From an optimization exercise on the open Yosys and OpenROAD flow, aimed at small area, a short achievable clock period and few clock cycles per item; shortcuts taken in it are not production practice. Function was checked by simulation only, so behaviour that the tests miss may differ from the original. Power and IR drop assume default switching activity.

==> design.v <==
module ring_unit (
    input  wire        clk,
    input  wire        rst,
    input  wire        start,
    input  wire [1:0]  op,        
    input  wire [4:0]  klog2,
    input  wire [64:0] rx,
    input  wire [64:0] ry,
    output wire        ready,
    output reg         done,
    output reg  [2:0]  err,       
    output reg  [2:0]  err_src,   
    output wire [64:0] rz
);
    localparam OP_ADD = 2'd0, OP_SUB = 2'd1, OP_MUL = 2'd2, OP_INV = 2'd3;
    localparam ERR_NONE  = 3'd0, ERR_ARG = 3'd2, ERR_RANGE = 3'd3,
               ERR_NOINV = 3'd4;
    localparam S_IDLE = 3'd0, S_CHK = 3'd1, S_MUL = 3'd2, S_HSUM = 3'd3,
               S_FIN  = 3'd4, S_INIT = 3'd5, S_INV = 3'd6, S_COR = 3'd7;
    reg [2:0]  state;
    reg        ready_q;
    reg [1:0]  op_r;
    reg [4:0]  kl_r;
    reg [64:0] ru, rv, rr, rs;
    reg        cin;           
    reg [7:0]  kreg;          
    reg        spec;          
    assign ready = ready_q;
    assign rz    = ru;
    wire [2:0] kl = kl_r[2:0];
    reg  [64:0] kmask;        
    reg  [64:0] konehot;      
    integer i;
    always @* begin
        for (i = 0; i < 65; i = i + 1) begin
            kmask[i]   = (i < (1 << kl));
            konehot[i] = (i == (1 << kl));
        end
    end
    wire [64:0] pvec = konehot | 65'd1;
    function ge_p(input [64:0] x, input [64:0] km, input [64:0] ko);
        ge_p = (|(x & ~km & ~ko)) | ((|(x & ko)) & (|(x & km)));
    endfunction
    wire        corr;         
    wire [71:0] csh;          
    wire [63:0] cA = csh[63:0] & kmask[63:0];
    reg  [7:0]  cB;
    always @* begin
        case (kl)
        3'd0: cB = csh[8:1];
        3'd1: cB = csh[9:2];
        3'd2: cB = csh[11:4];
        3'd3: cB = csh[15:8];
        3'd4: cB = csh[23:16];
        3'd5: cB = csh[39:32];
        default: cB = csh[71:64];
        endcase
    end
    wire        mu_sub = corr | (state == S_FIN) | (op_r == OP_SUB);
    wire [64:0] mu_x = corr ? {1'b0, cA} : ru;
    wire [64:0] mu_y = corr ? {57'd0, cB} : rv;
    wire [66:0] mu_ym = mu_sub ? ~{2'b00, mu_y} : {2'b00, mu_y};
    wire [66:0] mu_pm = mu_sub ? {2'b00, pvec} : ~{2'b00, pvec};
    wire [66:0] mu_s1 = {2'b00, mu_x} + mu_ym + {66'd0, mu_sub};
    wire [66:0] mu_s2 = {2'b00, mu_x} + mu_ym + mu_pm + 67'd1;
    wire [64:0] mu_out = mu_sub ? (mu_s1[66] ? mu_s2[64:0] : mu_s1[64:0])
                                : (mu_s2[66] ? mu_s1[64:0] : mu_s2[64:0]);
    wire [3:0]  cnt = kreg[3:0];
    wire [3:0]  digit = ru[{cnt, 2'b00} +: 4];
    wire [68:0] pp0 = digit[0] ? {4'd0, rv}        : 69'd0;
    wire [68:0] pp1 = digit[1] ? {3'd0, rv, 1'b0}  : 69'd0;
    wire [68:0] pp2 = digit[2] ? {2'd0, rv, 2'b0}  : 69'd0;
    wire [68:0] pp3 = digit[3] ? {1'd0, rv, 3'b0}  : 69'd0;
    wire [68:0] acc_s = {4'd0, rr};
    wire [68:0] acc_c = {4'd0, rs};
    wire [68:0] s1 = acc_s ^ acc_c ^ pp0;
    wire [68:0] c1 = {((acc_s & acc_c) | (acc_s & pp0) | (acc_c & pp0)), cin};
    wire [68:0] s2 = pp1 ^ pp2 ^ pp3;
    wire [68:0] c2 = {((pp1 & pp2) | (pp1 & pp3) | (pp2 & pp3)), 1'b0};
    wire [68:0] s3 = s1 ^ c1 ^ s2;
    wire [68:0] c3 = {((s1 & c1) | (s1 & s2) | (c1 & s2)), 1'b0};
    wire [68:0] s4 = s3 ^ c3 ^ c2;
    wire [68:0] c4 = {((s3 & c3) | (s3 & c2) | (c3 & c2)), 1'b0};
    wire [4:0]  retire = {1'b0, s4[3:0]} + {1'b0, c4[3:0]};
    wire [3:0]  ndig = (kl >= 3'd2) ? ((4'd1 << (kl - 3'd2)) - 4'd1) : 4'd0;
    wire        mul_last = (cnt == ndig);
    wire        ue = ~rv[0];
    wire        ve = ~ru[0];
    wire [64:0] xuv = rv ^ ru;
    wire        eq = ~|xuv;
    wire [65:0] d = {1'b0, rv} - {1'b0, ru};
    wire        neg = d[65];
    wire [64:0] xneg = -xuv;
    wire [64:0] above = {xuv[63:0] | xneg[63:0], 1'b0};   
    wire [64:0] absd = d[64:0] ^ (neg ? above : 65'd0);
    wire [7:0]  tw = ue ? rv[7:0] : (ve ? ru[7:0] : xuv[7:0]);
    reg  [2:0]  tl;
    always @* begin
        casez (tw[6:0])
        7'b??????1: tl = 3'd0;
        7'b?????10: tl = 3'd1;
        7'b????100: tl = 3'd2;
        7'b???1000: tl = 3'd3;
        7'b??10000: tl = 3'd4;
        7'b?100000: tl = 3'd5;
        7'b1000000: tl = 3'd6;
        default:    tl = 3'd7;
        endcase
    end
    wire        uside = ue | (~ve & ~neg);
    wire [64:0] sh_in = ue ? rv : (ve ? ru : absd);
    wire [64:0] sh_out = sh_in >> tl;
    wire [7:0]  nk = -kreg;
    wire        csel_r = nk[kl];                  
    wire [7:0]  mfirst = nk & ((8'd1 << kl) - 8'd1);
    wire [7:0]  mrem = (state == S_INV) ? mfirst : kreg;
    wire [2:0]  tc = (mrem > 8'd7) ? 3'd7 : mrem[2:0];
    wire [7:0]  mnext = mrem - {5'd0, tc};
    wire        cs_s = (state == S_INV) ? (eq ? ~csel_r : uside) : 1'b1;
    wire [64:0] cs_in = cs_s ? rs : rr;
    wire [2:0]  tcs = (state == S_INV && !eq) ? tl : tc;
    assign csh = {7'd0, cs_in} << tcs;
    wire [64:0] radd = rr + rs + {64'd0, (state == S_HSUM) & cin};
    wire        u_one = (rv == 65'd1);
    assign corr = (state == S_COR) || (state == S_INV && eq);
    wire [2:0]  hsmall = (kl == 3'd0) ? ru[3:1] : (kl == 3'd1) ? {1'b0, ru[3:2]} : 3'd0;
    wire err_arg = (kl_r > 5'd6);
    wire rx_bad  = ge_p(ru, kmask, konehot);
    wire ry_bad  = ge_p(rv, kmask, konehot) & (op_r != OP_INV);
    wire rx_topk = |(ru & konehot);
    always @(posedge clk) begin
        done <= 1'b0;
        case (state)
        S_IDLE: begin
            op_r <= op;
            kl_r <= klog2;
            ru   <= rx;
            rv   <= ry;
            rr   <= 65'd0;
            rs   <= 65'd0;
            cin  <= 1'b0;
            kreg <= 8'd0;
            if (start) begin
                state   <= S_CHK;
                ready_q <= 1'b0;
            end
        end
        S_CHK: begin
            err     <= ERR_NONE;
            err_src <= 3'd0;
            spec    <= rx_topk;
            if (err_arg) begin
                err     <= ERR_ARG;
                done    <= 1'b1;
                ready_q <= 1'b1;
                state   <= S_IDLE;
            end else if (rx_bad) begin
                err     <= ERR_RANGE;
                err_src <= 3'd3;
                done    <= 1'b1;
                ready_q <= 1'b1;
                state   <= S_IDLE;
            end else if (ry_bad) begin
                err     <= ERR_RANGE;
                err_src <= 3'd4;
                done    <= 1'b1;
                ready_q <= 1'b1;
                state   <= S_IDLE;
            end else begin
                case (op_r)
                OP_ADD, OP_SUB: begin
                    ru      <= mu_out;
                    done    <= 1'b1;
                    ready_q <= 1'b1;
                    state   <= S_IDLE;
                end
                OP_MUL: begin
                    ru[3:0] <= retire[3:0];
                    rr      <= s4[68:4];
                    rs      <= c4[68:4];
                    cin     <= retire[4];
                    kreg    <= 8'd1;
                    state   <= (rx_topk || mul_last) ? S_HSUM : S_MUL;
                end
                default: begin
                    if (ru == 65'd0) begin
                        err     <= ERR_NOINV;
                        done    <= 1'b1;
                        ready_q <= 1'b1;
                        state   <= S_IDLE;
                    end else begin
                        rv    <= pvec;
                        rr    <= 65'd0;
                        rs    <= 65'd1;
                        kreg  <= 8'd0;
                        state <= S_INV;
                    end
                end
                endcase
            end
        end
        S_MUL: begin
            for (i = 0; i < 16; i = i + 1)
                if (cnt == i) ru[4*i +: 4] <= retire[3:0];
            rr    <= s4[68:4];
            rs    <= c4[68:4];
            cin   <= retire[4];
            kreg  <= kreg + 8'd1;
            if (mul_last)
                state <= S_HSUM;
        end
        S_HSUM: begin
            ru <= ru & kmask;
            if (!spec)
                rv <= radd | {62'd0, hsmall};
            state <= S_FIN;
        end
        S_FIN: begin
            ru      <= mu_out;
            done    <= 1'b1;
            ready_q <= 1'b1;
            state   <= S_IDLE;
        end
        S_INV: begin
            if (eq) begin
                if (!u_one) begin
                    err     <= ERR_NOINV;
                    done    <= 1'b1;
                    ready_q <= 1'b1;
                    state   <= S_IDLE;
                end else begin
                    ru   <= mu_out;
                    rs   <= mu_out;
                    kreg <= mnext;
                    if (mnext == 8'd0) begin
                        done    <= 1'b1;
                        ready_q <= 1'b1;
                        state   <= S_IDLE;
                    end else
                        state <= S_COR;
                end
            end else begin
                kreg <= kreg + {5'd0, tl};
                if (uside) begin
                    rv <= sh_out;
                    rs <= csh[64:0];
                    if (!ue) rr <= radd;
                end else begin
                    ru <= sh_out;
                    rr <= csh[64:0];
                    if (!ve) rs <= radd;
                end
            end
        end
        S_COR: begin
            ru   <= mu_out;
            rs   <= mu_out;
            kreg <= mnext;
            if (mnext == 8'd0) begin
                done    <= 1'b1;
                ready_q <= 1'b1;
                state   <= S_IDLE;
            end
        end
        endcase
        if (rst) begin
            state   <= S_IDLE;
            ready_q <= 1'b1;
            done    <= 1'b0;
        end
    end
endmodule
==> run.sh <==
#!/bin/bash
# synth_recipe.tcl (not shown) runs the flow's synth.tcl, then flattens the netlist and writes it again
# the make line also repeats each setting of config.mk as NAME=value (left out here)
make -C /OpenROAD-flow-scripts/flow DESIGN_CONFIG=/design/flow/config.mk WORK_HOME=/design/flow/orfs CLKGATE_MAP_FILE= SYNTH_SCRIPT=/design/flow/synth_recipe.tcl finish
==> config.mk <==
export PLATFORM = sky130hd
export DESIGN_NAME = ring_unit
export DESIGN_NICKNAME = ring_unit
export VERILOG_FILES = /design/flow/design.v
export SDC_FILE = /design/flow/constraint.sdc
export NUM_CORES = 4
export LEC_CHECK = 0
export CAP_MARGIN = 20
export CORE_MARGIN = 2
export CORE_UTILIZATION = 30
export SLEW_MARGIN = 20
==> constraint.sdc <==
create_clock -name core_clock -period 11.0 [get_ports {clk}]
set_input_delay 2.2000 -clock core_clock [delete_from_list [all_inputs] [get_ports {clk}]]
set_output_delay 2.2000 -clock core_clock [all_outputs]
set_load 0.01 [all_outputs]
==> run notes <==
-- timing repair --
item | CTS | global route
setup endpoints to repair | 130 | 130
resized for setup | 261 | 370
cloned | 7 | 4
pin swaps | 64 | 120
setup buffers | 67 | 66
-- Yosys cell counts, types with 125 or more instances --
cell type,number,share of area [%]
nand2_1,915,6.0
a21oi_1,669,5.8
nor2_1,639,4.2
inv_1,581,3.8
o21ai_0,418,3.6
clkbuf_1,407,2.7
ha_1,292,6.4
xnor2_1,290,4.4
edfxtp_1,282,15
fa_1,263,9.2
and2_1,249,2.7
mux2i_1,231,4.0
nand3_1,181,1.6
a21o_1,164,2.1
nor3_1,154,1.3
o22ai_1,136,1.5
nand4_1,125,1.4
-- worst max path at each step --
stage,to,cells after the start,from
after floorplan,rs[61],47,kreg[0]
after global placement,ru[23],49,ru[59]
after detailed placement,ru[18],53,rv[2]
after CTS,rs[61],49,ru[20]
after global routing,rs[18],54,ru[52]
final,rs[47],54,rv[50]
-- power by group through the flow --
stage / sequential [mW] / clock, mW / combinational (mW)
3_5_place_dp: 1.74 / 0 / 26.7
3_3_place_gp: 1.74 / 0 / 26.6
6_report: 1.76 / 1.60 / 31.1
5_1_grt: 1.77 / 1.61 / 31.9
4_1_cts: 1.73 / 1.58 / 28.1
2_1_floorplan: 1.76 / 0 / 11.2
-- critical path: cells and delay by family, from the launching register on --
kind                       cells  cell delay [ps]
AOI/OAI and AO/OA             19             3550
muxes                          3              820
and+or+nand+nor                7             1330
xor gates and xnor gates       1              130
buffers and inverters         21             3520
DFF                            1              440
adders and majority gates      3             1030
-- cell families (layout without fill, tap and decap cells) --
family / Yosys count / in the layout / synth area share (%)
muxes: 311 / 311 / 6.23
and+or+nand+nor: 2627 / 2627 / 21.6
DFF: 287 / 287 / 14.9
adders and majority gates: 557 / 557 / 15.6
buffers and inverters: 1114 / 3024 / 7.59
xor gates and xnor gates: 410 / 410 / 6.28
other: 0 / 23 / 0
AOI/OAI and AO/OA: 2418 / 2419 / 27.8
-- through the flow --
stage / util [%] / cells
final: 43.4 / 12169
after global routing: 43.4 / 12148
after CTS: 42.1 / 12082
after detailed placement: 40.2 / 11927
after global placement: 40.2 / 11925
after floorplan: - / 7724
-- cell type report --
class,count,share of cell area (%)
inverters,588,2.67
repair buffers,2354,23.6
clock buffers,54,1.43
flip-flops and latches,287,10.4
multi-input cells,6324,57.7
well taps,2511,3.81
clock inverters,28,0.335
diodes,23,0.0697
-- sequential cells by signal (all words and copies together), names as in the netlist --
register / cells
rr: 65
rs: 65
ru: 65
rv: 65
kreg: 8
kl_r: 5
err: 3
state: 3
err_src: 2
op_r: 2
cin: 1
done: 1
ready_q: 1
spec: 1
-- layer usage --
metal | share of wire (%) | wire length (um)
met5 | 0.012 | 59
met3 | 11 | 53900
met1 | 39 | 185000
met2 | 41 | 197000
met4 | 9.0 | 43200
==> out/metrics.yaml <==
status: "finished with violations"
layout.failed_checks: "negative setup slack"
drive_gt1_share_pct: 29.4
swShare_pct: 56.7
clk_latency_ps: 710
seqPwrFrac_pct: 5.1
final_common_cell: "buf_4"
avgSynthCellArea_um2: 7.43
synth_edf_count: 282
routed_wl_mm: 479
synth_nets: 8419
p_per_area_mw_per_mm2: 417
crit_type: "register to register"
grt_start_max_net_pins: 67
ys_ff_latch: 287
cp_data_required_time_ps: 11400
end_kind: "register"
tns_ps: -2440
coreArea_mm2: 0.190
gr-usage-met1_pct: 59.4
rsz0062_at_grt: "true"
finalWeightedCongestion: 1.13
ff2ff_setup_slack_ps: -180
register_area_mm2: 0.00857
hold_path_end: "err_src[0]"
final_antenna_net_count: 0
gr-usage-met3_pct: 13.0
grt_pass1_vias: 72131
ys_warn_count: 1
syn_area_mm2: 0.0574
fin_worst_skew_ps: 43.0
port_buffers: 212
dp_slack_ps: -2230
hold_path.class: "register to register"
htree_levels: 2
r2r-end: "rs[47]"
hold_violations: 0
hold_path_depth: 3
grt_pass1_wl_mm: 628
synth_cell_types: 113
post-dp-hpwl_mm: 391
fin_ws_ps: -182
synthToLayoutAreaGrowth_pct: 43.8
cts_max_path_buffers: 3
nFillCells: 19595
r2r_cells: 54
finalCritPeriodShare_pct: 102
finalCriticalPeriod_ps: 11180
antenna_found_initial: 51
cts_buffers: 46
rows: 160
cpMaxStageDelayCell: "edfxtp_1"
worstPathMaxFanout: 13
maxCapViolCount: 0
p_leak_nw: 35.5
cts_root_buffer: "clkbuf_16"
max_stage_delay_ps: 440
min_from: "kl_r[3]"
grt.total_usage_pct: 47.2
io_pins: 213
drv_slew: 0
finalInstanceArea_mm2: 0.0825
ys.flop_type: "edfxtp_1"
crit_top_cell: "buf_4"
cts.sinks: 287
relSlewSlack_pct: 12.6
start_kind: "register"
fp.dieArea_mm2: 0.195
switchingPower_mw: 19.5
clkSlewWorstSetupHoldPaths_ps: 60
avgViaCountPerCell: 6.24
fmax_mhz: 89.4
nets: 10296
drc_errors: 0
die_x_um: 441
cts_tree: "built"
multi_input_area_mm2: 0.0476
ys_seq_area_share_pct: 14.9
wire_per_inst_um: 39.4
met2_usage_pct: 69.7
layout_common_cells: "buf_4 (2007), nand2_1 (896), a21oi_1 (600)"
crit_arrival_ps: 11580
async_flop_share_pct: 0
via_count: 75928
dpl-instance-area_mm2: 0.0765
hold_ws_ps: 661
global_route.overflow_total: 0
power_frac_clock_pct: 4.6
worst_pin_slew_ps: 1310
dr.pass1.iters: 8
internal_power_mw: 14.9
p_comb_share_pct: 90.3
ctsHoldBuffers: 0
die_height_um: 441
setup_viol: 47
netlist_instances: 7724
irDropWorstVdd_uv: 498
grt.busiest_layer: "met2"
initial_core_util_pct: 30.2
drt_iter0_drc: 10569
power_mw: 34.4
reg2reg_from: "rv[50]"
Testbench counts, summed over its fixed seeds: cycles 20,506, items 1,600.

[afterwards: timing with drivers on the ports]
Ports are ideal in the flow. The routed layout listed here was re-timed in OpenROAD. Step 1 (the two cells are an assumption about what drives the block):
set clk [get_ports {clk}]
set_driving_cell -lib_cell sky130_fd_sc_hd__clkbuf_16 $clk
set_driving_cell -lib_cell sky130_fd_sc_hd__buf_2 [delete_from_list [all_inputs] $clk]
Step 2, shift: input delay + t, output delay - t, t = (earliest + latest rising clock arrival at the registers) / 2. This alone moves slack from input paths to output paths. Three values: no drivers, after step 1, after step 2; two values: the first two.
shift t [ns]: 0.770
setup slack, ns: -0.182 / -0.182 / -0.182
worst setup path after step 2: register to register
For this run, drivers alone change the setup slack by 0.000 ns; drivers and shift together by 0.000 ns.
